This design comes from an exercise in tuning for small area, a short achievable clock period and few clock cycles per item on the open sky130 flow, not from production work.
At most, simulation tests tie the RTL to the original design; equivalence was not proved.
Only the layout flow was run in run 1; the RTL was not checked for function there.
Power and IR drop assume default switching activity.

<file path="design/flow/design.v">
module cdh26_hill (
    input             clk,
    input             rst,
    input             cmd_valid,
    output reg        cmd_ready,
    input      [1:0]  cmd_op,
    input      [15:0] cmd_len,
    input      [31:0] k00,
    input      [31:0] k01,
    input      [31:0] k10,
    input      [31:0] k11,
    input             in_valid,
    output reg        in_ready,
    input      [7:0]  in_data,
    output reg        out_valid,
    output     [7:0]  out_data,
    output reg        done,
    output reg [1:0]  err,
    output     [15:0] olen,
    output reg [63:0] det,
    output reg [4:0]  detm,
    output reg [4:0]  dinv,
    output     [4:0]  ki00,
    output     [4:0]  ki01,
    output     [4:0]  ki10,
    output     [4:0]  ki11,
    output reg        kiv
);
    localparam OP_MDET = 2'd0, OP_MINV = 2'd1, OP_HENC = 2'd2, OP_HDEC = 2'd3;
    localparam [5:0] FILL_L = 6'd10;     
    function [5:0] lgb;
        input [4:0] a;
        begin
            lgb[0] = (a == 5'd2) | (a == 5'd5) | (a == 5'd6) | (a == 5'd7) | (a == 5'd8) | (a == 5'd11) | (a == 5'd15) | (a == 5'd18) | (a == 5'd19) | (a == 5'd20) | (a == 5'd21) | (a == 5'd24);
            lgb[1] = (a == 5'd4) | (a == 5'd7) | (a == 5'd8) | (a == 5'd10) | (a == 5'd11) | (a == 5'd12) | (a == 5'd17) | (a == 5'd20) | (a == 5'd21) | (a == 5'd23) | (a == 5'd24) | (a == 5'd25);
            lgb[2] = (a == 5'd3) | (a == 5'd6) | (a == 5'd11) | (a == 5'd12) | (a == 5'd16) | (a == 5'd19) | (a == 5'd24) | (a == 5'd25);
            lgb[3] = (a == 5'd5) | (a == 5'd7) | (a == 5'd9) | (a == 5'd10) | (a == 5'd18) | (a == 5'd20) | (a == 5'd22) | (a == 5'd23);
            lgb[4] = (a == 5'd0) | (a == 5'd13);
            lgb[5] = (a == 5'd1) | (a == 5'd3) | (a == 5'd5) | (a == 5'd7) | (a == 5'd9) | (a == 5'd11) | (a == 5'd13) | (a == 5'd15) | (a == 5'd17) | (a == 5'd19) | (a == 5'd21) | (a == 5'd23) | (a == 5'd25);
        end
    endfunction
    function [5:0] lgi;
        input [4:0] a;
        begin
            lgi[0] = (a == 5'd3) | (a == 5'd6) | (a == 5'd7) | (a == 5'd8) | (a == 5'd9) | (a == 5'd12) | (a == 5'd16) | (a == 5'd19) | (a == 5'd20) | (a == 5'd21) | (a == 5'd22) | (a == 5'd25);
            lgi[1] = (a == 5'd5) | (a == 5'd8) | (a == 5'd9) | (a == 5'd11) | (a == 5'd12) | (a == 5'd13) | (a == 5'd18) | (a == 5'd21) | (a == 5'd22) | (a == 5'd24) | (a == 5'd25) | (a == 5'd26);
            lgi[2] = (a == 5'd4) | (a == 5'd7) | (a == 5'd12) | (a == 5'd13) | (a == 5'd17) | (a == 5'd20) | (a == 5'd25) | (a == 5'd26);
            lgi[3] = (a == 5'd6) | (a == 5'd8) | (a == 5'd10) | (a == 5'd11) | (a == 5'd19) | (a == 5'd21) | (a == 5'd23) | (a == 5'd24);
            lgi[4] = (a == 5'd1) | (a == 5'd14);
            lgi[5] = (a == 5'd2) | (a == 5'd4) | (a == 5'd6) | (a == 5'd8) | (a == 5'd10) | (a == 5'd12) | (a == 5'd14) | (a == 5'd16) | (a == 5'd18) | (a == 5'd20) | (a == 5'd22) | (a == 5'd24) | (a == 5'd26);
        end
    endfunction
    function [3:0] ex13;
        input [4:0] a;
        begin
            ex13[0] = (a == 5'd0) | (a == 5'd4) | (a == 5'd7) | (a == 5'd8) | (a == 5'd9) | (a == 5'd11) | (a == 5'd12) | (a == 5'd16) | (a == 5'd19) | (a == 5'd20) | (a == 5'd21) | (a == 5'd23) | (a == 5'd24) | (a == 5'd28);
            ex13[1] = (a == 5'd1) | (a == 5'd4) | (a == 5'd5) | (a == 5'd7) | (a == 5'd10) | (a == 5'd11) | (a == 5'd13) | (a == 5'd16) | (a == 5'd17) | (a == 5'd19) | (a == 5'd22) | (a == 5'd23) | (a == 5'd25) | (a == 5'd28);
            ex13[2] = (a == 5'd2) | (a == 5'd5) | (a == 5'd6) | (a == 5'd9) | (a == 5'd11) | (a == 5'd14) | (a == 5'd17) | (a == 5'd18) | (a == 5'd21) | (a == 5'd23) | (a == 5'd26);
            ex13[3] = (a == 5'd3) | (a == 5'd6) | (a == 5'd7) | (a == 5'd8) | (a == 5'd10) | (a == 5'd15) | (a == 5'd18) | (a == 5'd19) | (a == 5'd20) | (a == 5'd22) | (a == 5'd27);
        end
    endfunction
    function [4:0] crt0;
        input [5:0] a;
        begin
            crt0[0] = (a == 6'd32) | (a == 6'd33) | (a == 6'd34) | (a == 6'd35) | (a == 6'd36) | (a == 6'd37) | (a == 6'd38) | (a == 6'd39) | (a == 6'd40) | (a == 6'd41) | (a == 6'd42) | (a == 6'd43) | (a == 6'd44) | (a == 6'd45) | (a == 6'd46) | (a == 6'd47) | (a == 6'd48) | (a == 6'd49) | (a == 6'd50) | (a == 6'd51) | (a == 6'd52) | (a == 6'd53) | (a == 6'd54) | (a == 6'd55) | (a == 6'd56);
            crt0[1] = (a == 6'd1) | (a == 6'd2) | (a == 6'd5) | (a == 6'd6) | (a == 6'd9) | (a == 6'd10) | (a == 6'd14) | (a == 6'd15) | (a == 6'd18) | (a == 6'd19) | (a == 6'd22) | (a == 6'd23) | (a == 6'd34) | (a == 6'd35) | (a == 6'd38) | (a == 6'd39) | (a == 6'd42) | (a == 6'd43) | (a == 6'd47) | (a == 6'd48) | (a == 6'd51) | (a == 6'd52) | (a == 6'd55) | (a == 6'd56);
            crt0[2] = (a == 6'd1) | (a == 6'd4) | (a == 6'd6) | (a == 6'd7) | (a == 6'd9) | (a == 6'd12) | (a == 6'd14) | (a == 6'd17) | (a == 6'd19) | (a == 6'd20) | (a == 6'd22) | (a == 6'd32) | (a == 6'd34) | (a == 6'd37) | (a == 6'd39) | (a == 6'd40) | (a == 6'd42) | (a == 6'd45) | (a == 6'd47) | (a == 6'd50) | (a == 6'd52) | (a == 6'd53) | (a == 6'd55);
            crt0[3] = (a == 6'd1) | (a == 6'd8) | (a == 6'd10) | (a == 6'd11) | (a == 6'd12) | (a == 6'd14) | (a == 6'd21) | (a == 6'd23) | (a == 6'd24) | (a == 6'd32) | (a == 6'd34) | (a == 6'd41) | (a == 6'd43) | (a == 6'd44) | (a == 6'd45) | (a == 6'd47) | (a == 6'd54) | (a == 6'd56);
            crt0[4] = (a == 6'd3) | (a == 6'd5) | (a == 6'd7) | (a == 6'd9) | (a == 6'd11) | (a == 6'd16) | (a == 6'd18) | (a == 6'd20) | (a == 6'd22) | (a == 6'd24) | (a == 6'd36) | (a == 6'd38) | (a == 6'd40) | (a == 6'd42) | (a == 6'd44) | (a == 6'd49) | (a == 6'd51) | (a == 6'd53) | (a == 6'd55);
        end
    endfunction
    function [4:0] crt1;
        input [5:0] a;
        begin
            crt1[0] = (a == 6'd0) | (a == 6'd1) | (a == 6'd2) | (a == 6'd3) | (a == 6'd4) | (a == 6'd5) | (a == 6'd6) | (a == 6'd7) | (a == 6'd8) | (a == 6'd9) | (a == 6'd10) | (a == 6'd11) | (a == 6'd12) | (a == 6'd13) | (a == 6'd14) | (a == 6'd15) | (a == 6'd16) | (a == 6'd17) | (a == 6'd18) | (a == 6'd19) | (a == 6'd20) | (a == 6'd21) | (a == 6'd22) | (a == 6'd23) | (a == 6'd24);
            crt1[1] = (a == 6'd1) | (a == 6'd2) | (a == 6'd5) | (a == 6'd6) | (a == 6'd9) | (a == 6'd10) | (a == 6'd14) | (a == 6'd15) | (a == 6'd18) | (a == 6'd19) | (a == 6'd22) | (a == 6'd23) | (a == 6'd32) | (a == 6'd33) | (a == 6'd36) | (a == 6'd37) | (a == 6'd40) | (a == 6'd41) | (a == 6'd44) | (a == 6'd45) | (a == 6'd46) | (a == 6'd49) | (a == 6'd50) | (a == 6'd53) | (a == 6'd54);
            crt1[2] = (a == 6'd1) | (a == 6'd4) | (a == 6'd6) | (a == 6'd7) | (a == 6'd9) | (a == 6'd12) | (a == 6'd14) | (a == 6'd17) | (a == 6'd19) | (a == 6'd20) | (a == 6'd22) | (a == 6'd32) | (a == 6'd35) | (a == 6'd37) | (a == 6'd38) | (a == 6'd40) | (a == 6'd43) | (a == 6'd45) | (a == 6'd48) | (a == 6'd50) | (a == 6'd51) | (a == 6'd53) | (a == 6'd56);
            crt1[3] = (a == 6'd1) | (a == 6'd8) | (a == 6'd10) | (a == 6'd11) | (a == 6'd12) | (a == 6'd14) | (a == 6'd21) | (a == 6'd23) | (a == 6'd24) | (a == 6'd32) | (a == 6'd39) | (a == 6'd41) | (a == 6'd42) | (a == 6'd43) | (a == 6'd44) | (a == 6'd45) | (a == 6'd52) | (a == 6'd54) | (a == 6'd55) | (a == 6'd56);
            crt1[4] = (a == 6'd3) | (a == 6'd5) | (a == 6'd7) | (a == 6'd9) | (a == 6'd11) | (a == 6'd16) | (a == 6'd18) | (a == 6'd20) | (a == 6'd22) | (a == 6'd24) | (a == 6'd34) | (a == 6'd36) | (a == 6'd38) | (a == 6'd40) | (a == 6'd42) | (a == 6'd44) | (a == 6'd47) | (a == 6'd49) | (a == 6'd51) | (a == 6'd53) | (a == 6'd55);
        end
    endfunction
    function [4:0] mul16;
        input [4:0] a;
        begin
            mul16[0] = 1'b0;
            mul16[1] = (a == 5'd2) | (a == 5'd3) | (a == 5'd5) | (a == 5'd6) | (a == 5'd9) | (a == 5'd12) | (a == 5'd15) | (a == 5'd16) | (a == 5'd18) | (a == 5'd19) | (a == 5'd22) | (a == 5'd25);
            mul16[2] = (a == 5'd2) | (a == 5'd3) | (a == 5'd4) | (a == 5'd9) | (a == 5'd10) | (a == 5'd11) | (a == 5'd15) | (a == 5'd16) | (a == 5'd17) | (a == 5'd22) | (a == 5'd23) | (a == 5'd24);
            mul16[3] = (a == 5'd4) | (a == 5'd7) | (a == 5'd8) | (a == 5'd9) | (a == 5'd12) | (a == 5'd17) | (a == 5'd20) | (a == 5'd21) | (a == 5'd22) | (a == 5'd25);
            mul16[4] = (a == 5'd1) | (a == 5'd3) | (a == 5'd6) | (a == 5'd8) | (a == 5'd11) | (a == 5'd14) | (a == 5'd16) | (a == 5'd19) | (a == 5'd21) | (a == 5'd24);
        end
    endfunction
    function [4:0] add26;
        input [4:0] a;
        input [4:0] b;
        reg [5:0] s;
        begin
            s = a + b;
            add26 = (s >= 6'd26) ? s - 6'd26 : s[4:0];
        end
    endfunction
    function [4:0] inv26;
        input [4:0] d;
        begin
            case (d)
                5'd1:  inv26 = 5'd1;
                5'd3:  inv26 = 5'd9;
                5'd5:  inv26 = 5'd21;
                5'd7:  inv26 = 5'd15;
                5'd9:  inv26 = 5'd3;
                5'd11: inv26 = 5'd19;
                5'd15: inv26 = 5'd7;
                5'd17: inv26 = 5'd23;
                5'd19: inv26 = 5'd11;
                5'd21: inv26 = 5'd5;
                5'd23: inv26 = 5'd17;
                5'd25: inv26 = 5'd25;
                default: inv26 = 5'd0;
            endcase
        end
    endfunction
    function [4:0] hstep;
        input [4:0] m;
        input [3:0] d;
        input       n;
        reg [4:0] f;
        reg signed [6:0] t;
        begin
            f = mul16(m);
            t = n ? $signed({2'b0, f}) - $signed({3'b0, d}) : $signed({2'b0, f}) + $signed({3'b0, d});
            if (t < 0)               hstep = t + 7'sd26;
            else if (t >= 7'sd26)    hstep = t - 7'sd26;
            else                     hstep = t[4:0];
        end
    endfunction
    localparam S_IDLE = 2'd0, S_PRE = 2'd1, S_TXT = 2'd2, S_POST = 2'd3;
    reg [1:0]  st;
    reg [4:0]  p;           
    reg [1:0]  op;
    reg        f_s;         
    reg        f_r;         
    reg        i_detm, i_k1, i_k2;    
    reg        w_detm, w_k1, w_k2;    
    reg        w_txt;
    reg        cpa;         
    reg [1:0]  cpk;
    reg        cy;
    wire [15:0] oh16 = 16'd1 << p[3:0];
    function [15:0] evn;
        input [31:0] x;
        integer k;
        begin
            for (k = 0; k < 16; k = k + 1) evn[k] = x[2*k];
        end
    endfunction
    function [15:0] odd;
        input [31:0] x;
        integer k;
        begin
            for (k = 0; k < 16; k = k + 1) odd[k] = x[2*k+1];
        end
    endfunction
    reg [1:0]  dg2, dg3;                
    reg [3:0]  md0, md1, md2, md3;      
    wire [7:0] oh8 = 8'd1 << ~p[2:0];    
    function [3:0] dsel4;
        input [31:0] x;
        input [7:0]  oh;
        integer k, b;
        begin
            for (b = 0; b < 4; b = b + 1) begin
                dsel4[b] = 1'b0;
                for (k = 0; k < 8; k = k + 1) dsel4[b] = dsel4[b] | (x[4*k+b] & oh[k]);
            end
        end
    endfunction
    reg        cprev, dprev;            
    reg  [3:0]  Sx;
    wire [35:0] S = {Sx, det[63:32]};    
    reg  [35:0] C;
    wire da = dg3[0] ^ dprev;                                   
    wire db = (dg3[1] & ~dg3[0] & ~dprev) | (~dg3[1] & dg3[0] & dprev);    
    wire dn = dg3[1] & ~(dg3[0] & dprev);                       
    wire ca = dg2[0] ^ cprev;
    wire cb = (dg2[1] & ~dg2[0] & ~cprev) | (~dg2[1] & dg2[0] & cprev);
    wire cn = ~dg2[1] & (dg2[0] | cprev);                       
    wire [32:0] xa = ({33{da}} & {k00[31], k00}) | ({33{db}} & {k00, 1'b0});
    wire [32:0] xb = ({33{ca}} & {k01[31], k01}) | ({33{cb}} & {k01, 1'b0});
    wire [35:0] rowA = {1'b1, 1'b0, ~(xa[32] ^ dn), xa ^ {33{dn}}};
    wire [35:0] rowB = {1'b0, 1'b0, ~(xb[32] ^ cn), xb ^ {33{cn}}};
    wire [37:0] s1, c1, s2, c2;
    assign c1[0] = dn;
    assign c2[0] = cn;
    genvar j;
    generate
        for (j = 0; j < 37; j = j + 1) begin : g_csa
            wire s_j = (j < 36) ? S[j] : 1'b0;
            wire c_j = (j < 36) ? C[j] : 1'b0;
            wire a_j = (j < 36) ? rowA[j] : 1'b0;
            wire b_j = (j < 36) ? rowB[j] : 1'b0;
            assign s1[j]   = s_j ^ c_j ^ a_j;
            assign c1[j+1] = (s_j & c_j) | (s_j & a_j) | (c_j & a_j);
            assign s2[j]   = s1[j] ^ c1[j] ^ b_j;
            assign c2[j+1] = (s1[j] & c1[j]) | (s1[j] & b_j) | (c1[j] & b_j);
        end
    endgenerate
    assign s1[37] = 1'b0;
    assign s2[37] = c1[37];
    reg  [1:0] ps, pc;
    reg        f_low;
    wire [2:0] low = {1'b0, ps} + {1'b0, pc} + {2'b0, cy};
    wire [8:0] csum = {1'b0, S[7:0]} + {1'b0, C[7:0]} + {8'd0, (cpk == 2'd0) ? low[2] : cy};
    reg [4:0] m00, m01, m10, m11;       
    assign ki00 = m00;
    assign ki01 = m01;
    assign ki10 = m10;
    assign ki11 = m11;
    wire       negc = (op != OP_HENC);
    reg [7:0]  rem_lo, rem_hi;
    reg        lq_v;
    reg [5:0]  lq;              
    reg        have_v0, ph2;
    reg [5:0]  v0, v1;
    reg [7:0]  np_lo;
    reg [6:0]  np_hi;
    reg [4:0]  od;
    assign out_data = {3'b010, od};
    assign olen = {np_hi, np_lo, 1'b0};
    wire take = in_valid & in_ready;
    wire in_letter = (in_data[7:6] == 2'b01) && (in_data[4:0] != 5'd0) && (in_data[4:0] <= 5'd26);
    wire rem_lz = (rem_lo == 8'd0);
    wire rem_z  = rem_lz & (rem_hi == 8'd0);
    wire rem_1  = (rem_lo == 8'd1) & (rem_hi == 8'd0);
    wire txt   = (st == S_TXT);
    wire henc  = (op == OP_HENC);
    wire fill  = txt & ~ph2 & ~lq_v & have_v0 & rem_z & henc;
    wire pairA = txt & ~ph2 & ((lq_v & have_v0) | fill);
    wire cpa_busy = cpa & (cpk != 2'd3);
    wire kbusy = ~henc & (p < 5'd14);        
    wire fin   = txt & ~lq_v & ~ph2 & rem_z & ~(have_v0 & henc) & ~cpa_busy & ~kbusy;
    wire supp  = (op == OP_HDEC) & ~kiv;     
    wire [4:0] xb0 = (ph2 | i_k2) ? m10 : m00;
    wire [4:0] xb1 = (ph2 | i_k1) ? m11 : m01;
    wire [4:0] yb0 = i_detm ? m11 : dinv;
    wire [4:0] yb1 = i_detm ? m10 : dinv;
    wire       ky  = i_detm | i_k1 | i_k2;
    wire [5:0] xl0 = lgb(xb0);
    wire [5:0] xl1 = lgb(xb1);
    wire [5:0] yl0 = ky ? lgb(yb0) : v0;
    wire [5:0] yl1 = ky ? lgb(yb1) : (ph2 ? v1 : (fill ? FILL_L : lq));
    wire [4:0] sl0 = xl0[3:0] + yl0[3:0];
    wire [4:0] sl1 = xl1[3:0] + yl1[3:0] + (i_k2 ? 5'd6 : 5'd0);
    wire [3:0] pr0 = (xl0[4] | yl0[4]) ? 4'd0 : ex13(sl0);
    wire [3:0] pr1 = (xl1[4] | yl1[4]) ? 4'd0 : ex13(sl1);
    reg  [3:0] P0, P1;
    reg        PP0, PP1;
    wire [4:0] psum = P0 + P1;
    wire [4:0] w   = crt0({PP0 ^ PP1, psum});
    wire [4:0] w1  = crt1({PP0 ^ PP1, psum});
    wire [4:0] wl0 = crt0({PP0, 1'b0, P0});
    wire [4:0] wl1 = crt0({PP1, 1'b0, P1});
    always @(posedge clk) begin
        md0  <= dsel4(k00, oh8);
        md1  <= dsel4(k01, oh8);
        md2  <= dsel4(k10, oh8);
        md3  <= dsel4(k11, oh8);
        dg2  <= {|(odd(k10) & oh16), |(evn(k10) & oh16)};
        dg3  <= {|(odd(k11) & oh16), |(evn(k11) & oh16)};
        lq   <= lgi(in_data[4:0]);
        P0   <= pr0;
        P1   <= pr1;
        PP0  <= xl0[5] & yl0[5];
        PP1  <= xl1[5] & yl1[5];
    end
    always @(posedge clk) begin
        if (st == S_IDLE) begin
            {Sx, det[63:32]} <= 36'h4_0000_0000;
            C <= 36'd0;
            cy <= 1'b0;
            cprev <= 1'b0;
            dprev <= 1'b0;
        end else if (f_s) begin
            {Sx, det[63:32]} <= s2[37:2];
            C <= c2[37:2];
            cprev <= dg2[1];
            dprev <= dg3[1];
        end else if (cpa) begin
            det[63:32] <= {csum[7:0], det[63:40]};
            C <= {8'd0, C[35:8]};
        end
        ps <= s2[1:0];
        pc <= c2[1:0];
        f_low <= f_s;
        if (st == S_IDLE) cy <= 1'b0;
        else if (cpa) cy <= csum[8];
        else if (f_low) cy <= low[2];
        if (f_low) det[31:0] <= {low[1:0], det[31:2]};
    end
    always @(posedge clk) begin
        if (st == S_IDLE) begin
            m00 <= k00[31] ? 5'd25 : 5'd0;
            m01 <= k01[31] ? 5'd25 : 5'd0;
            m10 <= k10[31] ? ((cmd_op != OP_HENC) ? 5'd1 : 5'd25) : 5'd0;
            m11 <= k11[31] ? 5'd25 : 5'd0;
        end else if (f_r) begin
            m00 <= hstep(m00, md0, 1'b0);
            m01 <= hstep(m01, md1, 1'b0);
            m10 <= hstep(m10, md2, negc);
            m11 <= hstep(m11, md3, 1'b0);
        end else if (w_k1) begin
            m11 <= wl0;
            m00 <= wl1;
        end else if (w_k2) begin
            m10 <= wl0;
            m01 <= wl1;
        end
    end
    always @(posedge clk) begin
        if (w_detm) begin
            detm <= w;
            dinv <= inv26(w);
            kiv  <= w[0] && (w != 5'd13);
        end
    end
    always @(posedge clk) begin
        done      <= 1'b0;
        out_valid <= 1'b0;
        cmd_ready <= 1'b0;
        f_s    <= 1'b0;
        f_r    <= 1'b0;
        i_detm <= 1'b0; i_k1 <= 1'b0; i_k2 <= 1'b0;
        w_detm <= i_detm; w_k1 <= i_k1; w_k2 <= i_k2;
        w_txt  <= 1'b0;
        lq_v   <= take & in_letter;
        if (p != 5'd31) p <= p + 5'd1;
        if (w_txt) begin
            od        <= w1;
            out_valid <= !supp;
        end
        if (cpa) begin
            cpk <= cpk + 2'd1;
            if (cpk == 2'd3) cpa <= 1'b0;
        end
        if (~henc) begin
            i_detm <= (p == 5'd8);
            i_k1   <= (p == 5'd10);
            i_k2   <= (p == 5'd11);
        end
        if (rst) begin
            st        <= S_IDLE;
            p         <= 5'd0;
            in_ready  <= 1'b0;
            have_v0   <= 1'b0;
            ph2       <= 1'b0;
            lq_v      <= 1'b0;
            cpa       <= 1'b0;
            w_detm <= 1'b0; w_k1 <= 1'b0; w_k2 <= 1'b0;
            out_valid <= 1'b0;
        end else begin
            case (st)
                S_IDLE: begin
                    p  <= 5'd0;
                    op <= cmd_op;
                    i_detm <= 1'b0; i_k1 <= 1'b0; i_k2 <= 1'b0;
                    if (cmd_valid) begin
                        st  <= S_PRE;
                        p   <= 5'd1;
                        f_s <= 1'b1;
                        f_r <= 1'b1;
                    end
                end
                S_PRE: begin
                    if (cmd_ready) begin
                        rem_lo   <= cmd_len[7:0];
                        rem_hi   <= cmd_len[15:8];
                        np_lo    <= 8'd0;
                        np_hi    <= 7'd0;
                        have_v0  <= 1'b0;
                        ph2      <= 1'b0;
                        cpa      <= ~henc;
                        cpk      <= 2'd0;
                        if (op[1]) begin
                            in_ready <= (cmd_len != 16'd0);
                            st       <= S_TXT;
                        end else begin
                            st       <= S_POST;
                        end
                    end else if (!cmd_valid) begin
                        st <= S_IDLE;
                        p  <= 5'd0;
                    end else begin
                        if (p == (henc ? 5'd7 : 5'd15)) cmd_ready <= 1'b1;
                        f_s <= (p <= 5'd15);
                        f_r <= (p <= 5'd7);
                    end
                end
                S_POST: begin
                    if (!cpa_busy && !(op == OP_MINV && kbusy)) begin
                        done <= 1'b1;
                        err  <= (op == OP_MINV && !kiv) ? 2'd1 : 2'd0;
                        st   <= S_IDLE;
                        p    <= 5'd0;
                    end
                end
                default: begin   
                    if (take) begin
                        rem_lo   <= rem_lo - 8'd1;
                        if (rem_lz) rem_hi <= rem_hi - 8'd1;
                        in_ready <= !rem_1;
                    end
                    if (lq_v && !have_v0) begin
                        v0      <= lq;
                        have_v0 <= 1'b1;
                    end
                    if (ph2) begin
                        ph2   <= 1'b0;
                        w_txt <= 1'b1;
                    end else if (pairA) begin
                        v1      <= fill ? FILL_L : lq;
                        ph2     <= 1'b1;
                        have_v0 <= 1'b0;
                        w_txt   <= 1'b1;
                        if (!supp) begin
                            np_lo <= np_lo + 8'd1;
                            if (np_lo == 8'hff) np_hi <= np_hi + 7'd1;
                        end
                    end
                    if (fin) begin
                        done     <= 1'b1;
                        st       <= S_IDLE;
                        p        <= 5'd0;
                        in_ready <= 1'b0;
                        have_v0  <= 1'b0;
                        if (op == OP_HDEC && (!kiv || have_v0)) begin
                            err   <= kiv ? 2'd2 : 2'd1;
                            np_lo <= 8'd0;
                            np_hi <= 7'd0;
                        end else begin
                            err   <= 2'd0;
                        end
                    end
                end
            endcase
        end
    end
endmodule
</file>
<file path="design/flow/flow/run.sh">
#!/bin/bash
# The standard synthesis and layout, with two changes to how the layout is
# made (the clock and constraints are the standard flow's own constraint.sdc/config.mk):
#  * ORFS's repair_timing is asked for a larger setup slack than the clock
#    needs, so that it sizes and buffers the paths that set the period the
#    design achieves;
#  * the port buffers that buffer_ports inserts are buf_1 cells (upsized by
#    repair where timing needs it) instead of the default delay-buffer cell.
set -euo pipefail
bash standard.sh synth > synth.log 2>&1
bash standard.sh SETUP_SLACK_MARGIN=14.8 "BUFFER_PORTS_ARGS=-buffer_cell sky130_fd_sc_hd__buf_1" finish > layout.log 2>&1
</file>
<file path="design/flow/standard.sh">
#!/bin/bash
# synth_recipe.tcl (not shown) runs the flow's synth.tcl, then flattens the netlist and writes it again
# the make line also repeats each setting of config.mk as NAME=value (left out here)
make -C /OpenROAD-flow-scripts/flow DESIGN_CONFIG=/design/flow/config.mk WORK_HOME=/design/flow/orfs CLKGATE_MAP_FILE= SYNTH_SCRIPT=/design/flow/synth_recipe.tcl "${@:-finish}"
</file>
<file path="design/flow/config.mk">
export PLATFORM = sky130hd
export DESIGN_NAME = cdh26_hill
export DESIGN_NICKNAME = cdh26_hill
export VERILOG_FILES = /design/flow/design.v
export SDC_FILE = /design/flow/constraint.sdc
export NUM_CORES = 4
export LEC_CHECK = 0
export CAP_MARGIN = 20
export CORE_MARGIN = 2
export CORE_UTILIZATION = 55
export PLACE_DENSITY = 0.7
export SLEW_MARGIN = 20
</file>
<file path="design/flow/constraint.sdc">
create_clock -name core_clock -period 20.0 [get_ports {clk}]
set_input_delay 4.0000 -clock core_clock [delete_from_list [all_inputs] [get_ports {clk}]]
set_output_delay 4.0000 -clock core_clock [all_outputs]
set_load 0.01 [all_outputs]
</file>
==> summary.txt, run 1 <==
Setup path
  • Cell mode on critical path: fa_1
  • Critical path type: input port to flop
  • Stages on worst setup path: 7
  • Endpoint class of the critical path: flop
  • Worst Setup SP: k00[27]
  • Max FO, Critical Path: 3
  • Slowest Stage Delay on Critical Path: 650 ps
  • Slowest cell on crit path: fa_1
  • RR Endpoint: P1[3]
  • Arrival time worst endpoint: 5770 ps
  • Worst path required time: 20440 ps
  • Crit path cell chain: buf_8 -> a22oi_2 -> xnor2_2 -> fa_1 -> fa_1 -> a21oi_2 -> nor2_1
  • R2r setup slk: 15170 ps
  • Critical Path Source Type: input port
  • Crit-path leading delay family: adder cells
  • Reg2reg path depth: 17
  • Worst setup path endpoint: det[57]
  • WP buf/inv: 1
  • Reg2reg start: i_detm

Global route
  • Total track usage: 0.319
  • First-pass GRT wire length: 96400 um
  • Number of global-route vias before repair: 17400
  • Initial antenna violation count: 2
  • Largest net degree at the start of global routing: 85
  • Congestion Overflow GR: 0

CTS
  • # H-tree levels: 1
  • Num CTS Buffers: 29
  • TritonCTS Sinks: 255
  • TritonCTS clock tree: done
  • Root buf cell: clkbuf_16
  • Clock latency on the worst-skew pair: 590 ps
  • CTS max path bufs: 3
  • Clock slew at reported path FFs: 70 ps

Floorplan
  • Num ports: 283
  • Die span in x: 195 um
  • Die area: 0.0380 mm2
  • Chip height: 195 um
  • Core box area: 0.0357 mm2
  • Initial Util: 0.562
  • Row cnt: 69

Cells and area
  • Area delta synth->final: 15.1%
  • Most frequent cells in the layout: nor2_1, buf_1, a21oi_1
  • Commonest non-fill, non-tap cell in the layout: nor2_1
  • Share of cells above drive strength 1: 0.140
  • Multi-input logic area: 0.0131 mm2
  • Register area: 0.00631 mm2
  • Fill cell count: 2999
  • Layout Nets: 2753
  • Post-route design area: 0.0231 mm2

Drt
  • Uppermost layer routed: met5
  • WL final: 63100 um
  • Post-route ant nets: 0
  • Met2 WL post-DR: 29400 um
  • Drt pass-1 iters: 9
  • Routed met3 length: 5550 um
  • Met1 wire length: 25800 um
  • WL/cell: 21.5 um
  • Iteration-0 DRC Markers: 1908
  • DR DRC count: 0
  • DR vias: 18600
  • Via density: 6.34

Synthesis
  • Post-synth ARST share: 0
  • Most used DFF post-synth: dfxtp_1
  • Synth unique cells: 98
  • Mapped Area: 0.0201 mm2
  • Post-synth EDFFs: 115
  • Synth warnings: 1
  • #FFs+latches synth: 255
  • Synthesized area per cell: 8.88 um2
  • Post-synthesis sequential area ratio: 0.312
  • Synth Instances: 2260

Power and ir drop
  • P_sw: 0.00144 W
  • Switch share: 0.452
  • Register share of total power: 0.225
  • Pwr dens: 137 mW/mm2
  • Clk pwr share: 0.192
  • Int Power: 0.00174 W
  • Logic gate share of total power: 0.583
  • Leakage power: 8.66 nW
  • Maximum vdd drop: 0.0000874 V

Worst hold path
  • Worst Hold Class: flop to flop
  • Hold path start: lq[5]

STA
  • Fmax: 188 MHz
  • Final hold vios: 0
  • Worst-margin pin slew: 1110 ps
  • RSZ-0062 raised after global routing: yes
  • Fin crit share: 0.267
  • Worst Skew: 21.6 ps
  • Fin crit period: 5330 ps
  • Pins Over Slew Limit: 0
  • Max-slew headroom at the worst pin: 0.262
  • Setup TNS Final: 0 ps
  • Setup violators final: 0

Status
  • Status: no timing/DRC/antenna violations

Place
  • # port buffers: 277
  • HPWL after DPL: 45000 um
  • Post-place instance area: 0.0213 mm2
  • GPL Wtd Cong: 0.954

Job
  • Max Cap Viol: 0
worst min path at each step:
stage | depth (start not counted) | end
2_1_floorplan | 0 | f_low
6_report | 0 | v0[5]
3_3_place_gp | 0 | v0[5]
4_1_cts | 0 | v0[5]
5_1_grt | 0 | v0[3]
3_5_place_dp | 0 | v0[4]
cell type report:
class | instances | area share
Multi-Input combinational cell | 1725 | 0.566
Clock buffer | 33 | 0.0321
Timing Repair Buffer | 346 | 0.0740
Inverter | 93 | 0.0151
Sequential cell | 255 | 0.273
Antenna cell | 1 | 0.000108
Tap cell | 461 | 0.0250
Clock inverter | 21 | 0.0144
power groups by stage:
| stage | Combinational (W) | Sequential [W] | Clock, W |
|---|---|---|---|
| finish | 0.00185 | 0.000715 | 0.000608 |
| global route | 0.00204 | 0.000721 | 0.000631 |
| CTS | 0.00179 | 0.000711 | 0.000613 |
| detailed placement | 0.00168 | 0.000772 | 0 |
| global placement | 0.00163 | 0.000767 | 0 |
| floorplan | 0.00135 | 0.000701 | 0 |
worst reg2reg max path, cell delays in order, from the launching register on:
cell and delay [ps]:
dfxtp_1 870, nor2b_1 260, a21oi_2 420, nor2_1 120, a21oi_1 130, a21oi_1 80, a211oi_1 280, a21oi_1 100
fa_1 500, inv_1 60, ha_1 220, fa_1 410, xor2_1 420, a21oi_1 160, nand2_1 100, o31ai_1 70
a221oi_1 370, nor2b_1 120
per-layer routing:
metal	up-vias	global-route usage
met5	-	0
met4	2	0.115
met3	157	0.0617
met2	873	0.511
met1	8999	0.431
li1	8581	-
stage by stage:
| stage | power, W | hold WS [ps] | setup WS, ps | util | std cells |
|---|---|---|---|---|---|
| 2_1_floorplan | 0.00206 | 329 | 14470 | - | 2262 |
| 3_3_place_gp | 0.00240 | 409 | 13890 | 0.595 | 2831 |
| 3_5_place_dp | 0.00245 | 415 | 13850 | 0.595 | 2831 |
| 4_1_cts | 0.00312 | 432 | 14710 | 0.641 | 2922 |
| 5_1_grt | 0.00339 | 436 | 14620 | 0.646 | 2934 |
| 6_report | 0.00317 | 427 | 14670 | 0.646 | 2935 |
what timing repair did:
item / in CTS / in global routing
hold buffers: 0 / 0
resized for setup: 101 / 42
pin swaps: 38 / 36
setup buffers: 37 / 12
setup endpoints to repair: 122 / 87
flip-flops by register name, summed over array words and instances, names as in the netlist, 4 cells and up:
signal and count:
det 64, C 35, np_lo 8, rem_hi 8, rem_lo 8, np_hi 7
lq 6, v0 6, v1 6, detm 5, dinv 5, m00 5
m01 5, m10 5, m11 5, od 5, p 5, P0 4
P1 4, md0 4, md1 4, md2 4, md3 4
cell usage after synthesis, types with 12 or more instances:
library cell  number  area share
inv_1             90       0.017
xor2_1            27       0.012
a21o_1            23      0.0086
nor4_1            15      0.0047
o211ai_1          22      0.0082
edfxtp_1         115        0.17
a22oi_1           68       0.025
nor3_1            36      0.0090
a222oi_1          46       0.023
nand2_1          145       0.027
nand3_1           34      0.0085
xnor2_1          108       0.047
buf_1             25      0.0047
mux2i_1          110       0.055
nor2_1           267       0.050
o31ai_1           12      0.0045
a221oi_1          14      0.0061
fa_1              82       0.082
and2_1            14      0.0044
clkbuf_1         117       0.022
mux2_2            16      0.0090
buf_4             38       0.014
nor3b_1           16      0.0060
a21oi_1          186       0.046
a211oi_1          25      0.0093
o21ai_0           94       0.023
a221o_1           19      0.0095
a31oi_1           24      0.0075
dfxtp_1          140        0.14
nor2b_1           31      0.0097
nand2b_1          38       0.012
ha_1              63       0.039
cell families after synthesis:
family	after synthesis	share of synthesized area
and+or+nand+nor	666	0.158
AOI/OAI and AO/OA	642	0.220
buffers and inverters	282	0.0610
DFF	255	0.312
adders and majority gates	149	0.123
xor gates and xnor gates	137	0.0605
muxes	127	0.0650
other	2	0.000374
==> run 2, diff against run 1 <==
--- a/design/flow/design.v
+++ b/design/flow/design.v
@@ -125,9 +125,12 @@
         reg [4:0] f;
-        reg signed [6:0] t;
+        reg [5:0] t;
         begin
             f = mul16(m);
-            t = n ? $signed({2'b0, f}) - $signed({3'b0, d}) : $signed({2'b0, f}) + $signed({3'b0, d});
-            if (t < 0)               hstep = t + 7'sd26;
-            else if (t >= 7'sd26)    hstep = t - 7'sd26;
-            else                     hstep = t[4:0];
+            if (n) begin
+                t = {1'b0, f} - {2'b0, d};
+                hstep = (f < {1'b0, d}) ? t[4:0] + 5'd26 : t[4:0];
+            end else begin
+                t = {1'b0, f} + {2'b0, d};
+                hstep = (t >= 6'd26) ? t[4:0] - 5'd26 : t[4:0];
+            end
         end
--- a/design/flow/config.mk
+++ b/design/flow/config.mk
@@ -9,4 +9,3 @@
 export CORE_MARGIN = 2
-export CORE_UTILIZATION = 55
-export PLACE_DENSITY = 0.7
+export CORE_UTILIZATION = 40
 export SLEW_MARGIN = 20
==> summary.txt, run 2 <==
Floorplan
  • Die span in x: 228 um (was 195 um)
  • Core box area: 0.0492 mm2 (was 0.0357 mm2)
  • Initial Util: 0.407 (was 0.562)
  • Chip height: 228 um (was 195 um)
  • Row cnt: 81 (was 69)
  • Die area: 0.0518 mm2 (was 0.0380 mm2)
  • Num ports: 283 (unchanged)

Synthesis
  • Post-synthesis sequential area ratio: 0.313 (was 0.312)
  • Synth warnings: 1 (unchanged)
  • Synth Instances: 2287 (was 2260)
  • Synth unique cells: 88 (was 98)
  • Synth top area cells: edfxtp_1, dfxtp_1, fa_1, mux2i_1, xnor2_1 (was edfxtp_1, dfxtp_1, fa_1, mux2i_1, nor2_1)
  • #FFs+latches synth: 255 (unchanged)
  • Most common cell in the netlist: nor2_1 (unchanged)
  • Top cell type's share of synthesized area: 0.173 (was 0.172)
  • Synthesized area per cell: 8.75 um2 (was 8.88 um2)
  • Commonest cells post-synth: nor2_1, a21oi_1, nand2_1, dfxtp_1, clkbuf_1 (unchanged)
  • Most used DFF post-synth: dfxtp_1 (unchanged)
  • Post-synth ARST share: 0 (unchanged)
  • Mapped Area: 0.0200 mm2 (was 0.0201 mm2)
  • Post-synth EDFFs: 115 (unchanged)
  • Leading area contributor after synthesis: edfxtp_1 (unchanged)

Cells and area
  • Fill cell count: 4714 (was 2999)
  • Share of cells above drive strength 1: 0.149 (was 0.140)
  • Top Registers: det (64), C (35) (unchanged)
  • Most flop-heavy register: det (unchanged)
  • Area delta synth->final: 16.2% (was 15.1%)
  • Commonest non-fill, non-tap cell in the layout: nor2_1 (unchanged)
  • Most frequent cells in the layout: nor2_1, buf_1, a21oi_1 (unchanged)
  • Non-filler cells, final: 3177 (was 2935)
  • Max reg flops: 64 (unchanged)
  • Layout Nets: 2787 (was 2753)

CTS
  • CTS max path bufs: 3 (unchanged)
  • TritonCTS clock tree: done (unchanged)
  • Post-CTS Hold Fix Bufs: 0 (unchanged)
  • # H-tree levels: 1 (unchanged)
  • Clock slew at reported path FFs: 60 ps (was 70 ps)
  • TritonCTS Sinks: 255 (unchanged)
  • Num CTS Buffers: 31 (was 29)
  • Root buf cell: clkbuf_16 (unchanged)
  • Clock latency on the worst-skew pair: 600 ps (was 590 ps)

Global route
  • Total track usage: 0.247 (was 0.319)
  • Initial antenna violation count: 5 (was 2)
  • Congestion Overflow GR: 0 (unchanged)
  • Number of global-route vias before repair: 17300 (was 17400)
  • Largest net degree at the start of global routing: 102 (was 85)
  • First-pass GRT wire length: 99400 um (was 96400 um)

Worst hold path
  • Worst Hold Class: flop to flop (unchanged)
  • Hold path start: lq[5] (unchanged)

Status
  • Status: no timing/DRC/antenna violations (unchanged)

Place
  • GPL Wtd Cong: 0.923 (was 0.954)
  • # port buffers: 277 (unchanged)
  • HPWL after DPL: 48200 um (was 45000 um)
  • Placed cells: 3062 (was 2831)

Setup path
  • Critical Path Source Type: input port (unchanged)
  • Endpoint class of the critical path: flop (unchanged)
  • Reg2reg start: rem_lo[0] (was i_detm)
  • Worst path required time: 20440 ps (about the same)
  • Worst Setup SP: k00[31] (was k00[27])
  • Max FO, Critical Path: 3 (unchanged)
  • Arrival time worst endpoint: 5760 ps (was 5770 ps)
  • Critical path type: input port to flop (unchanged)

Drt
  • Via density: 5.82 (was 6.34)
  • Post-route ant nets: 0 (unchanged)
  • WL/cell: 21.0 um (was 21.5 um)
  • Drt pass-1 iters: 8 (was 9)
  • WL final: 66800 um (was 63100 um)
  • DR vias: 18500 (was 18600)
  • DR DRC count: 0 (unchanged)
  • Iteration-0 DRC Markers: 1668 (was 1908)

STA
  • Fmax: 188 MHz (about the same)
  • RSZ-0062 raised after global routing: yes (unchanged)
  • Worst Skew: 18.5 ps (was 21.6 ps)
  • Worst-margin pin slew: 1140 ps (was 1110 ps)
  • Fin crit share: 0.266 (was 0.267)
  • Fin crit period: 5320 ps (was 5330 ps)
  • Max-slew headroom at the worst pin: 0.240 (was 0.262)
  • Setup violators final: 0 (unchanged)
  • Pins Over Slew Limit: 0 (unchanged)
  • Final hold vios: 0 (unchanged)
  • Setup TNS Final: 0 ps (unchanged)

Power and ir drop
  • Leakage power: 8.61 nW (was 8.66 nW)
  • Maximum vdd drop: 0.0000851 V (was 0.0000874 V)
  • Pwr dens: 132 mW/mm2 (was 137 mW/mm2)

Job
  • Max Cap Viol: 0 (unchanged)
## run 2: worst paths after layout
check / slack, ps / endpoint / depth (start not counted)
worst min register to register: 420 / v0[5] / 0
worst max-delay path: 14680 / det[63] / 9
worst max register to register: 15030 / P1[3] / 17
worst min-delay path: 420 / v0[5] / 0
## run 2: logic make-up (layout without fill, tap and decap cells)
logic type / count (synthesis) / in the layout / share of synthesized area
flip-flops: 255 / 255 / 0.313
AND/OR/NAND/NOR: 668 / 668 / 0.157
other: 2 / 7 / 0.000375
XOR/XNOR: 142 / 142 / 0.0621
AO/OA/AOI/OAI: 659 / 659 / 0.221
adder cells (fa/ha/maj): 149 / 149 / 0.123
multiplexers: 119 / 119 / 0.0609
buffers and inverters: 293 / 514 / 0.0628
## run 2: stage by stage
stage           util  hold slack, ps  area [um2]  total power [W]  setup WS [ps]
6_report       0.473             425       23300          0.00307          14680
5_1_grt        0.473             452       23200          0.00330          14610
4_1_cts        0.468             426       23000          0.00304          14650
3_5_place_dp   0.438             409       21500          0.00240          13720
3_3_place_gp   0.437             418       21500          0.00235          13740
2_1_floorplan      -             329       20300          0.00200          14360
## run 2: repair_timing
| item | in CTS | in global routing |
|---|---|---|
| pin swaps | 19 | 8 |
| setup endpoints to repair | 116 | 87 |
| cloned | 0 | 0 |
| setup buffers | 40 | 14 |
| resized for setup | 97 | 45 |
## run 2: area by class of cell
type | count | area (um2) | area share
antenna | 3 | 7.51 | 0.000323
inverter | 102 | 383 | 0.0165
timing repair buffer | 354 | 1750 | 0.0754
multi-input combinational | 1741 | 12900 | 0.556
sequential | 255 | 6330 | 0.272
clock inverter | 18 | 184 | 0.00791
clock buffer | 40 | 840 | 0.0361
tap | 664 | 831 | 0.0357
## run 2: power by group
| part | internal [W] | switching [W] |
|---|---|---|
| clock network | 0.000335 | 0.000245 |
| registers | 0.000633 | 0.0000747 |
| logic | 0.000703 | 0.00108 |
| total | 0.00167 | 0.00140 |
## run 2: layer usage
| layer | track usage | share of wire | wire (um) | vias to the layer above |
|---|---|---|---|---|
| li1 | - | - | - | 8690 |
| met1 | 0.328 | 0.41 | 27600 | 8904 |
| met2 | 0.411 | 0.47 | 31700 | 779 |
| met3 | 0.0374 | 0.081 | 5420 | 123 |
| met4 | 0.0837 | 0.032 | 2120 | 2 |
| met5 | 0 | 0.00019 | 13 | - |
## run 2: worst max-delay path: stages
cell and delay (ps):
buf_12 90, o21ai_4 50, xnor2_2 190, fa_1 530, inv_2 40, fa_1 500, nor3_1 40, a41oi_1 210
o41ai_1 100
Testbench counts of run 2, summed over its fixed seeds: cycles 19,536, commands 480.
==> run 3, diff against run 2 <==
--- a/design/flow/design.v
+++ b/design/flow/design.v
@@ -143,2 +143,3 @@
     reg        f_r;         
+    reg        c_m11, c_m10, c_dinv;  
     reg        i_detm, i_k1, i_k2;    
@@ -240,14 +241,11 @@
     wire cpa_busy = cpa & (cpk != 2'd3);
-    wire kbusy = ~henc & (p < 5'd14);        
+    wire kbusy = ~henc & (p < 5'd17);        
     wire fin   = txt & ~lq_v & ~ph2 & rem_z & ~(have_v0 & henc) & ~cpa_busy & ~kbusy;
     wire supp  = (op == OP_HDEC) & ~kiv;     
-    wire [4:0] xb0 = (ph2 | i_k2) ? m10 : m00;
+    wire [4:0] xb0 = (c_m10 | ph2 | i_k2) ? m10 : (c_m11 ? m11 : (c_dinv ? dinv : m00));
     wire [4:0] xb1 = (ph2 | i_k1) ? m11 : m01;
-    wire [4:0] yb0 = i_detm ? m11 : dinv;
-    wire [4:0] yb1 = i_detm ? m10 : dinv;
-    wire       ky  = i_detm | i_k1 | i_k2;
     wire [5:0] xl0 = lgb(xb0);
     wire [5:0] xl1 = lgb(xb1);
-    wire [5:0] yl0 = ky ? lgb(yb0) : v0;
-    wire [5:0] yl1 = ky ? lgb(yb1) : (ph2 ? v1 : (fill ? FILL_L : lq));
+    wire [5:0] yl0 = v0;
+    wire [5:0] yl1 = (ph2 | i_detm | i_k1 | i_k2) ? v1 : (fill ? FILL_L : lq);
     wire [4:0] sl0 = xl0[3:0] + yl0[3:0];
@@ -333,2 +331,3 @@
         i_detm <= 1'b0; i_k1 <= 1'b0; i_k2 <= 1'b0;
+        c_m11 <= 1'b0; c_m10 <= 1'b0; c_dinv <= 1'b0;
         w_detm <= i_detm; w_k1 <= i_k1; w_k2 <= i_k2;
@@ -346,5 +345,8 @@
         if (~henc) begin
-            i_detm <= (p == 5'd8);
-            i_k1   <= (p == 5'd10);
-            i_k2   <= (p == 5'd11);
+            c_m11  <= (p == 5'd8);
+            c_m10  <= (p == 5'd9);
+            i_detm <= (p == 5'd10);
+            c_dinv <= (p == 5'd12);
+            i_k1   <= (p == 5'd13);
+            i_k2   <= (p == 5'd14);
         end
@@ -366,2 +368,3 @@
                     i_detm <= 1'b0; i_k1 <= 1'b0; i_k2 <= 1'b0;
+                    c_m11 <= 1'b0; c_m10 <= 1'b0; c_dinv <= 1'b0;
                     if (cmd_valid) begin
@@ -446,2 +449,4 @@
         end
+        if (c_m11 | c_dinv) v0 <= xl0;
+        if (c_m10 | c_dinv) v1 <= xl0;
     end
==> summary.txt, run 3 <==
Setup path
  • Worst path required time: 20390 ps (was 20440 ps)
  • Worst Setup SP: k00[17] (was k00[31])
  • Endpoint class of the critical path: flop (unchanged)
  • R2r setup slk: 15030 ps (about the same)
  • Reg2reg start: rem_lo[0] (unchanged)
  • Critical Path Source Type: input port (unchanged)
  • RR Endpoint: P1[1] (was P1[3])
  • Cell mode on critical path: fa_2 (was fa_1)
  • Crit path cell chain: buf_8 -> a22oi_2 -> xnor2_2 -> fa_2 -> fa_2 -> a21oi_2 -> nor2_1 (was buf_12 -> o21ai_4 -> xnor2_2 -> fa_1 -> inv_2 -> fa_1 -> nor3_1 -> a41oi_1 -> o41ai_1)
  • Reg2reg path depth: 18 (was 17)
  • Max FO, Critical Path: 3 (unchanged)
  • Critical path type: input port to flop (unchanged)
  • Slowest cell on crit path: fa_2 (was fa_1)
  • Arrival time worst endpoint: 5810 ps (was 5760 ps)
  • Worst setup path endpoint: det[47] (was det[63])
  • Slowest Stage Delay on Critical Path: 640 ps (was 530 ps)

STA
  • Max-slew headroom at the worst pin: 0.195 (was 0.240)
  • Final hold vios: 0 (unchanged)
  • Fin crit share: 0.271 (was 0.266)
  • Pins Over Slew Limit: 0 (unchanged)
  • Fmax: 185 MHz (was 188 MHz)
  • Worst Skew: 22.0 ps (was 18.5 ps)
  • Final worst setup slack: 14590 ps (was 14680 ps)
  • Setup TNS Final: 0 ps (unchanged)
  • Setup violators final: 0 (unchanged)
  • Worst-margin pin slew: 1180 ps (was 1140 ps)
  • RSZ-0062 raised after global routing: yes (unchanged)
  • Fin crit period: 5410 ps (was 5320 ps)

Global route
  • Met3 GRT Util: 0.0448 (was 0.0374)
  • Number of global-route vias before repair: 16800 (was 17300)
  • Congestion Overflow GR: 0 (unchanged)
  • Total track usage: 0.241 (was 0.247)
  • GRT met1 Usage: 0.334 (was 0.328)
  • Initial antenna violation count: 1 (was 5)
  • First-pass GRT wire length: 95200 um (was 99400 um)
  • Gr busiest metal: met2 (unchanged)
  • Largest net degree at the start of global routing: 93 (was 102)
  • Met2 GRT Util: 0.378 (was 0.411)

Drt
  • WL final: 63000 um (was 66800 um)
  • Post-route ant nets: 0 (unchanged)
  • Drt pass-1 iters: 9 (was 8)
  • Iteration-0 DRC Markers: 1952 (was 1668)
  • DR DRC count: 0 (unchanged)
  • DR vias: 17900 (was 18500)
  • Via density: 5.90 (was 5.82)
  • WL/cell: 20.7 um (was 21.0 um)

Synthesis
  • Simple-gate share of the synthesized area: 0.151 (was 0.157)
  • XOR/XNOR Fraction of Synth Area: 0.0624 (was 0.0621)
  • Synth unique cells: 81 (was 88)
  • Commonest cells post-synth: nor2_1, a21oi_1, nand2_1, dfxtp_1, clkbuf_1 (unchanged)
  • Most used DFF post-synth: dfxtp_1 (unchanged)
  • Synth top area cells: edfxtp_1, dfxtp_1, fa_1, nor2_1, xnor2_1 (was edfxtp_1, dfxtp_1, fa_1, mux2i_1, xnor2_1)
  • Post-synthesis sequential area ratio: 0.324 (was 0.313)
  • Synth Area in Adders: 0.126 (was 0.123)
  • Post-synthesis mux area share: 0.0664 (was 0.0609)
  • Synth warnings: 1 (unchanged)
  • Leading area contributor after synthesis: edfxtp_1 (unchanged)
  • Top cell type's share of synthesized area: 0.177 (was 0.173)
  • Synth Instances: 2208 (was 2287)
  • Synthesized area per cell: 8.83 um2 (was 8.75 um2)
  • Compound-Gate Fraction of Synth Area: 0.209 (was 0.221)
  • Mapped Area: 0.0195 mm2 (was 0.0200 mm2)
  • Most common cell in the netlist: nor2_1 (unchanged)
  • Largest family of logic cells by synthesized area: compound AO/OA/AOI/OAI gates (unchanged)
  • #FFs+latches synth: 258 (was 255)
  • Post-synth EDFFs: 115 (unchanged)
  • Post-synth ARST share: 0 (unchanged)

CTS
  • TritonCTS clock tree: done (unchanged)
  • Clock slew at reported path FFs: 60 ps (about the same)
  • Clock latency on the worst-skew pair: 540 ps (was 600 ps)
  • Root buf cell: clkbuf_16 (unchanged)
  • # H-tree levels: 2 (was 1)
  • Num CTS Buffers: 34 (was 31)
  • TritonCTS Sinks: 258 (was 255)
  • Post-CTS Hold Fix Bufs: 0 (unchanged)
  • CTS max path bufs: 3 (unchanged)

Status
  • Status: no timing/DRC/antenna violations (unchanged)

Job
  • Max Cap Viol: 0 (unchanged)

Floorplan
  • Die area: 0.0505 mm2 (was 0.0518 mm2)
  • Row cnt: 80 (was 81)
  • Core box area: 0.0479 mm2 (was 0.0492 mm2)
  • Chip height: 225 um (was 228 um)
  • Initial Util: 0.407 (about the same)
  • Die span in x: 225 um (was 228 um)
  • Num ports: 283 (unchanged)

Place
  • Post-placement setup slack: 13680 ps (was 13720 ps)
  • Post-place instance area: 0.0210 mm2 (was 0.0215 mm2)
  • # port buffers: 277 (unchanged)
  • GPL Wtd Cong: 0.979 (was 0.923)
  • HPWL after DPL: 46400 um (was 48200 um)
  • Placed cells: 2939 (was 3062)

Cells and area
  • Area delta synth->final: 17.3% (was 16.2%)
  • Post-route design area: 0.0229 mm2 (was 0.0233 mm2)
  • Most frequent cells in the layout: nor2_1, buf_1, a21oi_1 (unchanged)
  • Layout Nets: 2701 (was 2787)
  • Non-filler cells, final: 3039 (was 3177)
  • Antenna diode count: 0 (was 3)
  • Top Registers: det (64), C (35) (unchanged)
  • Max reg flops: 64 (unchanged)
  • Commonest non-fill, non-tap cell in the layout: nor2_1 (unchanged)
  • Most flop-heavy register: det (unchanged)
  • Share of cells above drive strength 1: 0.143 (was 0.149)

Power and ir drop
  • Pwr dens: 142 mW/mm2 (was 132 mW/mm2)
  • Leakage power: 8.48 nW (was 8.61 nW)
  • Maximum vdd drop: 0.0000729 V (was 0.0000851 V)

Worst hold path
  • Worst Hold Class: flop to flop (unchanged)
-- run 3: cell count changes after synthesis, moves of 7 or more --
cell / delta
inv_1: -12
mux2_2: +11
nor2_1: +18
buf_1: -11
clkbuf_1: +11
nor3_1: -8
mux2i_1: -7
o31ai_1: -9
a21oi_1: -14
-- run 3: how the worst min path moves through the flow --
stage                   end  depth (start not counted)     from
finish              det[25]                          0  det[27]
global route        det[25]                          0  det[27]
CTS                  det[1]                          0   det[3]
detailed placement  det[25]                          0  det[27]
global placement    det[26]                          0  det[28]
floorplan             f_low                          0      f_s
-- run 3: where the power goes --
part	internal (W)	switching [W]
logic	0.000750	0.00113
registers	0.000647	0.0000848
clock network	0.000383	0.000239
total	0.00178	0.00146
-- run 3: cell families after synthesis --
logic type,count (synthesis)
xor gates and xnor gates,139
other,2
DFF,258
and+or+nand+nor,644
AOI/OAI and AO/OA,612
buffers and inverters,282
muxes,124
adders and majority gates,147
-- run 3: area by class of cell --
cell class	count	area [um2]
well taps	615	769
fillers	4557	25100
flip-flops and latches	258	6370
multi-input cells	1670	12500
clock inverters	9	98.8
repair buffers	341	1710
clock buffers	52	1030
inverters	94	353
-- run 3: worst max-delay path, delay by kind of cell --
family / cells / cell delay, ps
simple gates: 1 / 50
xor+xnor: 1 / 140
buf+inv: 1 / 100
fa+ha+maj: 2 / 1080
compound gates: 2 / 430
-- run 3: timing repair --
action | 4_1_cts | 5_1_grt
pin swaps | 80 | 32
setup endpoints to repair | 119 | 93
gates cloned | 0 | 0
setup buffers | 30 | 9
resized for setup | 126 | 39
-- run 3: through the flow --
step / hold WS, ps / total power, W / util
after floorplan: 329 / 0.00209 / -
after CTS: 450 / 0.00321 / 0.473
after detailed placement: 433 / 0.00252 / 0.437
final: 448 / 0.00324 / 0.477
after global placement: 429 / 0.00247 / 0.437
after global routing: 459 / 0.00348 / 0.477
-- run 3: routing by layer --
layer	up-vias	wire, um
met5	-	13
met4	2	1850
met3	107	5150
met2	858	28100
met1	8612	27800
li1	8338	-
Testbench counts of run 3, summed over its fixed seeds: cycles 19,536, commands 480.
==> run 4, diff against run 3 <==
--- a/design/flow/flow/run.sh
+++ b/design/flow/flow/run.sh
@@ -10,2 +10,2 @@
 bash standard.sh synth > synth.log 2>&1
-bash standard.sh SETUP_SLACK_MARGIN=14.8 "BUFFER_PORTS_ARGS=-buffer_cell sky130_fd_sc_hd__buf_1" finish > layout.log 2>&1
+bash standard.sh SETUP_SLACK_MARGIN=14.4 "BUFFER_PORTS_ARGS=-buffer_cell sky130_fd_sc_hd__buf_1" finish > layout.log 2>&1
==> summary.txt, run 4 <==
STA
  • Worst Skew: 15.0 ps (was 22.0 ps)
  • Fin crit period: 5580 ps (was 5410 ps)
  • RSZ-0062 raised after global routing: no (was yes)
  • Setup TNS Final: 0 ps (unchanged)
  • Worst-margin pin slew: 1130 ps (was 1180 ps)
  • Setup violators final: 0 (unchanged)
  • Fmax: 179 MHz (was 185 MHz)
  • Fin crit share: 0.279 (was 0.271)
  • Max-slew headroom at the worst pin: 0.234 (was 0.195)
  • Final hold vios: 0 (unchanged)
  • Pins Over Slew Limit: 0 (unchanged)
  • Final worst setup slack: 14420 ps (was 14590 ps)

Synthesis
  • Leading area contributor after synthesis: edfxtp_1 (unchanged)
  • Most common cell in the netlist: nor2_1 (unchanged)
  • Post-synthesis sequential area ratio: 0.324 (unchanged)
  • Synth warnings: 1 (unchanged)
  • Post-synth ARST share: 0 (unchanged)
  • Synth Instances: 2208 (unchanged)
  • #FFs+latches synth: 258 (unchanged)
  • Commonest cells post-synth: nor2_1, a21oi_1, nand2_1, dfxtp_1, clkbuf_1 (unchanged)
  • Most used DFF post-synth: dfxtp_1 (unchanged)
  • Post-synth EDFFs: 115 (unchanged)
  • Synthesized area per cell: 8.83 um2 (unchanged)
  • Top cell type's share of synthesized area: 0.177 (unchanged)
  • Mapped Area: 0.0195 mm2 (unchanged)
  • Synth top area cells: edfxtp_1, dfxtp_1, fa_1, nor2_1, xnor2_1 (unchanged)
  • Synth unique cells: 81 (unchanged)

Power and ir drop
  • Leakage power: 8.07 nW (was 8.48 nW)
  • Pwr dens: 143 mW/mm2 (was 142 mW/mm2)
  • Switch share: 0.449 (was 0.450)
  • Maximum vdd drop: 0.0000737 V (was 0.0000729 V)
  • Register share of total power: 0.249 (was 0.226)
  • P_sw: 0.00141 W (was 0.00146 W)
  • Logic gate share of total power: 0.553 (was 0.582)
  • Clk pwr share: 0.198 (was 0.192)
  • Int Power: 0.00173 W (was 0.00178 W)

Cells and area
  • Max reg flops: 64 (unchanged)
  • Commonest non-fill, non-tap cell in the layout: nor2_1 (unchanged)
  • Layout Nets: 2662 (was 2701)
  • Most frequent cells in the layout: nor2_1, buf_1, a21oi_1 (unchanged)
  • Top Registers: det (64), C (35) (unchanged)
  • Final core occ: 0.457 (was 0.477)
  • Fill cell count: 4665 (was 4557)
  • Area delta synth->final: 12.3% (was 17.3%)
  • Antenna diode count: 0 (unchanged)
  • Share of cells above drive strength 1: 0.0579 (was 0.143)
  • Multi-input logic area: 0.0121 mm2 (was 0.0125 mm2)
  • Non-filler cells, final: 2999 (was 3039)
  • Register area: 0.00632 mm2 (was 0.00637 mm2)
  • Most flop-heavy register: det (unchanged)
  • Post-route design area: 0.0219 mm2 (was 0.0229 mm2)

Job
  • Max Cap Viol: 0 (unchanged)

CTS
  • TritonCTS clock tree: done (unchanged)
  • # H-tree levels: 2 (unchanged)
  • Post-CTS Hold Fix Bufs: 0 (unchanged)
  • TritonCTS Sinks: 258 (unchanged)
  • Post-CTS setup buffer count: 0 (was 30)
  • Clock latency on the worst-skew pair: 540 ps (about the same)
  • Clock slew at reported path FFs: 60 ps (about the same)
  • Root buf cell: clkbuf_16 (unchanged)
  • Num CTS Buffers: 34 (unchanged)
  • CTS max path bufs: 3 (unchanged)

Floorplan
  • Die span in x: 225 um (unchanged)
  • Chip height: 225 um (unchanged)
  • Core box area: 0.0479 mm2 (unchanged)
  • Num ports: 283 (unchanged)
  • Initial Util: 0.407 (unchanged)
  • Die area: 0.0505 mm2 (unchanged)
  • Row cnt: 80 (unchanged)

Place
  • Placed cells: 2938 (was 2939)
  • GPL Wtd Cong: 0.937 (was 0.979)
  • Post-placement setup slack: 13480 ps (was 13680 ps)
  • HPWL after DPL: 45800 um (was 46400 um)
  • Post-place instance area: 0.0207 mm2 (was 0.0210 mm2)
  • # port buffers: 277 (unchanged)

Drt
  • Post-route ant nets: 0 (unchanged)
  • DR DRC count: 0 (unchanged)
  • Iteration-0 DRC Markers: 1742 (was 1952)
  • WL/cell: 20.4 um (was 20.7 um)
  • WL final: 61100 um (was 63000 um)
  • Via density: 5.88 (was 5.90)
  • Drt pass-1 iters: 9 (unchanged)
  • DR vias: 17600 (was 17900)

Setup path
  • Worst path required time: 20390 ps (about the same)
  • Critical Path Source Type: input port (unchanged)
  • Arrival time worst endpoint: 5970 ps (was 5810 ps)
  • Critical path type: input port to flop (unchanged)
  • Max FO, Critical Path: 3 (unchanged)
  • R2r setup slk: 14850 ps (was 15030 ps)
  • Endpoint class of the critical path: flop (unchanged)

Global route
  • Congestion Overflow GR: 0 (unchanged)
  • Total track usage: 0.237 (was 0.241)
  • Largest net degree at the start of global routing: 82 (was 93)
  • Initial antenna violation count: 1 (unchanged)
  • First-pass GRT wire length: 93900 um (was 95200 um)
  • Number of global-route vias before repair: 16700 (was 16800)

Worst hold path
  • Worst Hold Class: flop to flop (unchanged)

Status
  • Status: no timing/DRC/antenna violations (unchanged)
-- run 4: cell counts after synthesis --
No cell type changed its count.
-- run 4: path summary, 6_finish.rpt --
check	from	endpoint	depth (start not counted)
worst max-delay path	k00[30]	det[60]	8
worst min-delay path	det[5]	det[3]	0
worst max register to register	rem_lo[0]	P1[1]	18
worst min register to register	det[5]	det[3]	0
-- run 4: power by group through the flow --
stage / Clock, W / Combinational, W / Sequential [W]
finish: 0.000622 / 0.00173 / 0.000781
global route: 0.000654 / 0.00194 / 0.000795
CTS: 0.000636 / 0.00171 / 0.000780
detailed placement: 0 / 0.00170 / 0.000791
global placement: 0 / 0.00165 / 0.000786
floorplan: 0 / 0.00135 / 0.000717
-- run 4: critical path, stage by stage --
cell and delay (ps):
buf_1 170, a22oi_1 130, xnor2_1 440, fa_1 510
inv_1 100, fa_1 420, a21oi_1 150, nor2_1 50
-- run 4: cell families (layout without fill, tap and decap cells) --
kind of cell / after synthesis / after routing / synth area share
fa+ha+maj: 147 / 147 / 0.126
simple gates: 644 / 644 / 0.151
compound gates: 612 / 612 / 0.209
buf+inv: 282 / 456 / 0.0613
other cells: 2 / 4 / 0.000385
flops: 258 / 258 / 0.324
mux: 124 / 124 / 0.0664
xor+xnor: 139 / 139 / 0.0624
-- run 4: what timing repair did --
item	4_1_cts	5_1_grt
gates resized for setup	2	3
pin swaps	0	1
setup endpoints to repair	5	11
gates cloned	0	0
endpoints found under the hold margin	0	0
-- run 4: per-stage QoR --
stage / power [W] / hold slack (ps)
3_3_place_gp: 0.00243 / 429
3_5_place_dp: 0.00249 / 434
2_1_floorplan: 0.00207 / 329
4_1_cts: 0.00313 / 452
6_report: 0.00314 / 449
5_1_grt: 0.00339 / 462
-- run 4: final cells by class --
cell class,count,area share
multi-input cells,1670,0.552
flip-flops and latches,258,0.289
repair buffers,302,0.0561
clock buffers,43,0.0433
well taps,615,0.0352
inverters,94,0.0161
clock inverters,17,0.00840
-- run 4: layer usage --
layer  routed length (um)  vias up  GRT usage
li1                     -     8256          -
met1                26700     8472      0.328
met2                27300      819      0.373
met3                 5260       89     0.0461
met4                 1740        2     0.0752
met5                   16        -          0
==> run 5, diff against run 4 <==
--- a/design/flow/flow/run.sh
+++ b/design/flow/flow/run.sh
@@ -10,2 +10,2 @@
 bash standard.sh synth > synth.log 2>&1
-bash standard.sh SETUP_SLACK_MARGIN=14.4 "BUFFER_PORTS_ARGS=-buffer_cell sky130_fd_sc_hd__buf_1" finish > layout.log 2>&1
+bash standard.sh SETUP_SLACK_MARGIN=14.6 "BUFFER_PORTS_ARGS=-buffer_cell sky130_fd_sc_hd__buf_1" finish > layout.log 2>&1
==> summary.txt, run 5 <==
Cells and area
  • Share of cells above drive strength 1: 0.0908 (was 0.0579)
  • Commonest non-fill, non-tap cell in the layout: nor2_1 (unchanged)
  • Max reg flops: 64 (unchanged)
  • Area delta synth->final: 14.3% (was 12.3%)
  • Non-filler cells, final: 3016 (was 2999)
  • Final core occ: 0.465 (was 0.457)

Synthesis
  • Synth top area cells: edfxtp_1, dfxtp_1, fa_1, nor2_1, xnor2_1 (unchanged)
  • Mapped Area: 0.0195 mm2 (unchanged)
  • Top cell type's share of synthesized area: 0.177 (unchanged)
  • #FFs+latches synth: 258 (unchanged)
  • Post-synth ARST share: 0 (unchanged)
  • Most common cell in the netlist: nor2_1 (unchanged)
  • Synthesized area per cell: 8.83 um2 (unchanged)
  • Leading area contributor after synthesis: edfxtp_1 (unchanged)

Setup path
  • Critical Path Source Type: input port (unchanged)
  • Worst path required time: 20510 ps (was 20390 ps)
  • Arrival time worst endpoint: 5900 ps (was 5970 ps)
  • Critical path type: input port to flop (unchanged)
  • Endpoint class of the critical path: flop (unchanged)

Drt
  • Iteration-0 DRC Markers: 1790 (was 1742)
  • WL/cell: 20.8 um (was 20.4 um)
  • WL final: 62700 um (was 61100 um)
  • DR DRC count: 0 (unchanged)
  • DR vias: 17600 (about the same)

CTS
  • # H-tree levels: 1 (was 2)
  • TritonCTS clock tree: done (unchanged)
  • Root buf cell: clkbuf_16 (unchanged)
  • Clock latency on the worst-skew pair: 580 ps (was 540 ps)
  • TritonCTS Sinks: 258 (unchanged)

STA
  • Final worst setup slack: 14620 ps (was 14420 ps)
  • Hold slack: 446 ps (was 449 ps)
  • RSZ-0062 raised after global routing: yes (was no)
  • Fmax: 186 MHz (was 179 MHz)
  • Fin crit share: 0.269 (was 0.279)
  • Setup violators final: 0 (unchanged)
  • Setup TNS Final: 0 ps (unchanged)
  • Pins Over Slew Limit: 0 (unchanged)

Floorplan
  • Row cnt: 80 (unchanged)
  • Die span in x: 225 um (unchanged)
  • Num ports: 283 (unchanged)
  • Initial Util: 0.407 (unchanged)
  • Chip height: 225 um (unchanged)

Place
  • HPWL after DPL: 46400 um (was 45800 um)
  • Post-placement setup slack: 13690 ps (was 13480 ps)

Status
  • Status: no timing/DRC/antenna violations (unchanged)

Global route
  • Largest net degree at the start of global routing: 74 (was 82)
  • Initial antenna violation count: 4 (was 1)

Power and ir drop
  • Maximum vdd drop: 0.0000821 V (was 0.0000737 V)
  • Pwr dens: 142 mW/mm2 (was 143 mW/mm2)
==> run 5: changes by cell type in the layout (fill, tap and decap cells not counted), sizes merged <==
cell,previous run,this run
buf,301,319
clkbuf,44,50
clkinv,15,9
clkinvlp,1,0
==> run 5: layer usage <==
| metal | vias up | GRT usage | part of all wire | routed length [um] |
|---|---|---|---|---|
| met3 | 83 | 0.0315 | 0.075 | 4730 |
| met4 | 2 | 0.0703 | 0.030 | 1860 |
| met1 | 8449 | 0.335 | 0.44 | 27700 |
| met2 | 784 | 0.391 | 0.45 | 28400 |
| met5 | - | 0 | 0.00018 | 11 |
| li1 | 8298 | - | - | - |
==> run 5: worst paths after layout <==
check | start | end | slack [ps] | cells past startpoint
worst max-delay path | k00[9] | det[39] | 14620 | 7
worst min-delay path | det[14] | det[12] | 450 | 0
worst max register to register | rem_lo[0] | P1[1] | 14940 | 18
worst min register to register | det[14] | det[12] | 450 | 0
==> run 5: timing repair <==
action | 4_1_cts | 5_1_grt
resized for setup | 10 | 16
hold endpoints to repair | 0 | 0
endpoints found under the setup margin | 41 | 26
pin swaps | 0 | 2
hold buffers | 0 | 0
cloned | 0 | 0
buffers inserted | 19 | 0
==> run 5: kinds of logic after synthesis <==
group,Yosys count,synth area share
other,2,0.000385
AND/OR/NAND/NOR,644,0.151
buffers and inverters,282,0.0613
multiplexers,124,0.0664
adder cells (fa/ha/maj),147,0.126
XOR/XNOR,139,0.0624
AO/OA/AOI/OAI,612,0.209
flip-flops,258,0.324
==> run 5: power breakdown <==
part	switching, W	internal [W]	total (W)
registers	0.0000935	0.000645	0.000738
clock network	0.000225	0.000357	0.000582
logic	0.00110	0.000731	0.00183
==> run 5: stage by stage <==
| step | area (um2) | power [W] |
|---|---|---|
| 3_5_place_dp | 20900 | 0.00251 |
| 2_1_floorplan | 19700 | 0.00208 |
| 5_1_grt | 22300 | 0.00340 |
| 3_3_place_gp | 20900 | 0.00245 |
| 4_1_cts | 22100 | 0.00313 |
| 6_report | 22300 | 0.00315 |
==> run 5: final cells by class <==
| class | instances | area [um2] |
|---|---|---|
| Fill cell | 4594 | 25700 |
| Multi-Input combinational cell | 1670 | 12400 |
| Sequential cell | 258 | 6320 |
| Timing Repair Buffer | 323 | 1420 |
| Clock buffer | 46 | 893 |
| Tap cell | 615 | 769 |
| Inverter | 94 | 353 |
| Clock inverter | 10 | 148 |
==> run 5: critical path, stage by stage <==
cell,delay [ps]
buf_1,220
a22oi_2,140
xnor2_1,340
fa_1,500
fa_2,530
a21oi_1,60
nor2_1,110

Setup slack of run 5, layout unchanged: 14.617 ns with ideal ports, 14.567 ns with driving cells assumed (clock clkbuf_16, inputs buf_2), 14.020 ns with port delays also shifted by the 0.633 ns mid clock arrival.
